Context: an optimization exercise on an open-source flow, tuned for small area. The choices shown serve that exercise and are no tape-out recipe. RTL that was checked went through simulation tests only; none was proved equivalent to the original.

// tflf
module tflf (
    input  wire          clk,
    input  wire          rst,
    input  wire          cancel,
    input  wire          op_valid,
    output wire          op_ready,
    input  wire [2:0]    op_sel,
    input  wire [7:0]    op_cmd,
    input  wire [7:0]    op_plen,
    input  wire [479:0]  op_params,    
    input  wire [15:0]   op_freq,
    input  wire          rx_valid,
    output wire          rx_ready,
    input  wire [7:0]    rx_data,
    input  wire          rx_timeout,
    output wire          tx_valid,
    input  wire          tx_ready,
    output wire [7:0]    tx_data,
    input  wire          tx_fail,
    output reg           res_valid,
    output reg  [2:0]    res_kind,
    output reg  [48:0]   res_payload,
    output wire          busy,
    output wire          dead,
    output reg  [3:0]    fsm,
    output wire [7:0]    cnt,
    output wire [7:0]    len,
    output reg  [7:0]    acc,
    output reg  [2:0]    op,
    output wire [7:0]    req_id,
    output wire [7:0]    tx_len,
    output wire [7:0]    tx_idx,
    output reg  [15:0]   dist_cm,
    output reg  [15:0]   strength,
    output reg  [15:0]   temp_raw,
    output reg           csum_ok,
    output reg           tlm_valid,
    output wire [16:0]   temp_q3,
    output wire [7:0]    resp_id,
    output wire [7:0]    resp_len,
    output reg           resp_valid,
    output reg  [7:0]    ver_patch,
    output reg  [7:0]    ver_minor,
    output reg  [7:0]    ver_major,
    output reg           ver_valid,
  ...
Size: ~51000 µm² of cells after synthesis.
Settings: LEC_CHECK=0, CAP_MARGIN=20, CORE_MARGIN=2, CORE_UTILIZATION=55, CTS_BUF_LIST=sky130_fd_sc_hd__clkbuf_16, CTS_CLUSTER_DIAMETER=100, CTS_CLUSTER_SIZE=25, PLACE_DENSITY=0.65, SLEW_MARGIN=20, SYNTH_HIERARCHICAL=1, SYNTH_MINIMUM_KEEP_SIZE=0; clock period 25.0 ns.
standard.sh (not shown) runs the stock make flow with config.mk's settings and CLKGATE_MAP_FILE= SYNTH_SCRIPT=/design/flow/synth_recipe.tcl, a recipe that flattens the netlist after the stock synthesis.
==> flow/flow/run.sh <==
#!/bin/bash
# The standard layout (the standard.sh, unchanged synthesis), with the
# port buffers that global placement inserts made from the smallest buffer
# cell, sky130_fd_sc_hd__buf_1, instead of the resizer's default choice.
set -euo pipefail
export BUFFER_PORTS_ARGS="-buffer_cell sky130_fd_sc_hd__buf_1"
bash standard.sh > standard.log 2>&1
Rerun with:
--- a/flow/design.v
+++ b/flow/design.v
@@ -1000,28 +1000,28 @@
     wire cs_486 = cs_480 ^ cs_481;
     wire cs_487 = cs_482 ^ cs_483;
     wire cs_488 = cs_484 ^ cs_485;
     wire cs_489 = cs_486 ^ cs_487;
     wire cs_490 = cs_488 ^ cs_489;
     wire [7:0] t_sum = {cs_490, cs_370, cs_309, cs_249, cs_189, cs_131, cs_77, cs_30};
     wire [5:0]  ta     = (fsm == S_CSEND) ? txi_r[5:0] : t_addr[5:0];
     wire [63:0] t_oh;
     tflf_dec64 u_tdec (.a(ta), .y(t_oh));
     wire [5:0]  t_last = txl_r[5:0] - 6'd1;
     wire [7:0]  t_par;
     tflf_sel60 u_tsel (.oh(t_oh[62:3]), .d(tp), .y(t_par));
-    wire [7:0]  t_rd   = ({8{ta == t_last}} & t_sum) | t_par |
-                         ({8{t_oh[0]}} & CMD_HDR) |
-                         ({8{t_oh[1]}} & {1'b0, txl_r}) |
-                         ({8{t_oh[2]}} & {6'd0, tid_r});
+    wire [7:0]  t_rd   = (ta == t_last) ? t_sum :
+                         (t_par | ({8{t_oh[0]}} & CMD_HDR) |
+                                  ({8{t_oh[1]}} & {1'b0, txl_r}) |
+                                  ({8{t_oh[2]}} & {6'd0, tid_r}));
     assign t_data  = t_rd;
     assign tx_data = t_rd;
     reg  [479:0] xs;
     wire [479:0] xs_d;
     wire x_wr = ev_rx && ((fsm == S_TREAD) || (fsm == S_RPAY) || (fsm == S_RCSUM));
     wire [59:0] x_we_all, x_keep_all;
     tflf_xwdec u_xwd (.wr(x_wr), .tread(fsm == S_TREAD), .cnt(cnt_r[5:0]),
                       .we(x_we_all), .keep(x_keep_all));
     generate
         for (gk = 0; gk < 60; gk = gk + 1) begin : g_xs
             wire we_k = x_we_all[gk];
             wire keep_k = x_keep_all[gk];
@@ -1324,71 +1324,53 @@
 endmodule
 module tflf_fa (
     input  wire a, input wire b, input wire c,
     output wire s, output wire co
 );
     assign s  = a ^ b ^ c;
     assign co = (a & b) | (a & c) | (b & c);
 endmodule
 module tflf_dec64 (
     input  wire [5:0]  a,
     output wire [63:0] y
 );
-    wire [7:0] lo_n = ~(8'd1 << a[2:0]);
-    wire [7:0] hi_n = ~(8'd1 << a[5:3]);
+    wire [7:0] lo = 8'd1 << a[2:0];
+    wire [7:0] hi = 8'd1 << a[5:3];
     genvar h, l;
     generate
         for (h = 0; h < 8; h = h + 1) begin : g_h
             for (l = 0; l < 8; l = l + 1) begin : g_l
-                tflf_nor2 u_n (.a(hi_n[h]), .b(lo_n[l]), .y(y[8*h+l]));
+                assign y[8*h+l] = hi[h] & lo[l];
             end
         end
     endgenerate
 endmodule
 module tflf_twmask (
     input  wire        we,
     input  wire [6:0]  plen,
     output wire [59:0] y
 );
-    wire [7:0] gth, eqh, gtl;
     genvar k;
     generate
-        for (k = 0; k < 8; k = k + 1) begin : g_p
-            assign gth[k] = we & (plen[6:3] > k);
-            assign eqh[k] = we & (plen[6:3] == k);
-            assign gtl[k] = (plen[2:0] > k);
-        end
         for (k = 0; k < 60; k = k + 1) begin : g_k
-            tflf_a21o u_o (.a1(eqh[k/8]), .a2(gtl[k%8]), .b1(gth[k/8]), .y(y[k]));
+            assign y[k] = we & (plen > k);
         end
     endgenerate
 endmodule
 module tflf_xwdec (
     input  wire        wr,
     input  wire        tread,
     input  wire [5:0]  cnt,
     output wire [59:0] we,
     output wire [59:0] keep
 );
-    wire [7:0] lo   = 8'd1 << cnt[2:0];
-    wire [7:0] hiw  = {8{wr}} & (8'd1 << cnt[5:3]);
-    wire [7:0] lo_n = ~lo;
-    wire [7:0] hiw_n = ~hiw;
+    wire [63:0] oh;
+    tflf_dec64 u_dec (.a(cnt), .y(oh));
     genvar k;
     generate
         for (k = 0; k < 59; k = k + 1) begin : g_k
-            tflf_nor2  u_w (.a(hiw_n[(k+3)/8]), .b(lo_n[(k+3)%8]), .y(we[k]));
-            tflf_nand2 u_k (.a(hiw[(k+3)/8]),   .b(lo[(k+3)%8]),   .y(keep[k]));
+            assign we[k] = wr & oh[k+3];
         end
     endgenerate
-    assign we[59]   = (hiw[7] & lo[6]) | (tread & hiw[0] & lo[2]);
-    assign keep[59] = ~we[59];
-endmodule
-module tflf_nor2 (input wire a, input wire b, output wire y);
-    assign y = ~(a | b);
-endmodule
-module tflf_a21o (input wire a1, input wire a2, input wire b1, output wire y);
-    assign y = (a1 & a2) | b1;
-endmodule
-module tflf_nand2 (input wire a, input wire b, output wire y);
-    assign y = ~(a & b);
+    assign we[59] = wr & (oh[62] | (tread & oh[2]));
+    assign keep = ~we;
 endmodule
What happened:
- area after synthesis went up by 1.4%
- wire length went up by 3.9%
- worst setup slack loses 36 ps
- clock skew went up by 13 ps
- die area went up by 1.4%
- via count went up by 0.47%
- utilization went down by 0.48 points
- sequential share of layout area went down by 0.34 points
- design area went up by 0.88%
No functional check of the RTL was part of the second run of this note.

[afterwards: timing with drivers on the ports]
The flow's constraints put no driver on any port. The routed layouts listed below were extracted and timed again, unchanged, in two steps.
Step 1 sets driving cells, clkbuf_16 on the clock port and buf_2 on the other inputs (assumed; they add their load-dependent delay and slew).
Step 2, shift: input delay + t, output delay - t, t = (earliest + latest rising clock arrival at the registers) / 2. This alone moves slack from input paths to output paths.
Slacks: ideal ports / drivers / drivers and shift; pairs: ideal ports / drivers.
run	t, ns	setup WS [ns]	latest minus earliest clock arrival (ns)	slew at the worst register clock pin (ns)	worst slew at a driven data input, ns
the first run	0.756	4.795 / 4.719 / 5.475	0.044 / 0.043	0.11 / 0.11	0.17
the second run	0.773	4.760 / 4.686 / 5.459	0.048 / 0.048	0.11 / 0.11	0.15
After both steps every run listed still meets setup and hold.
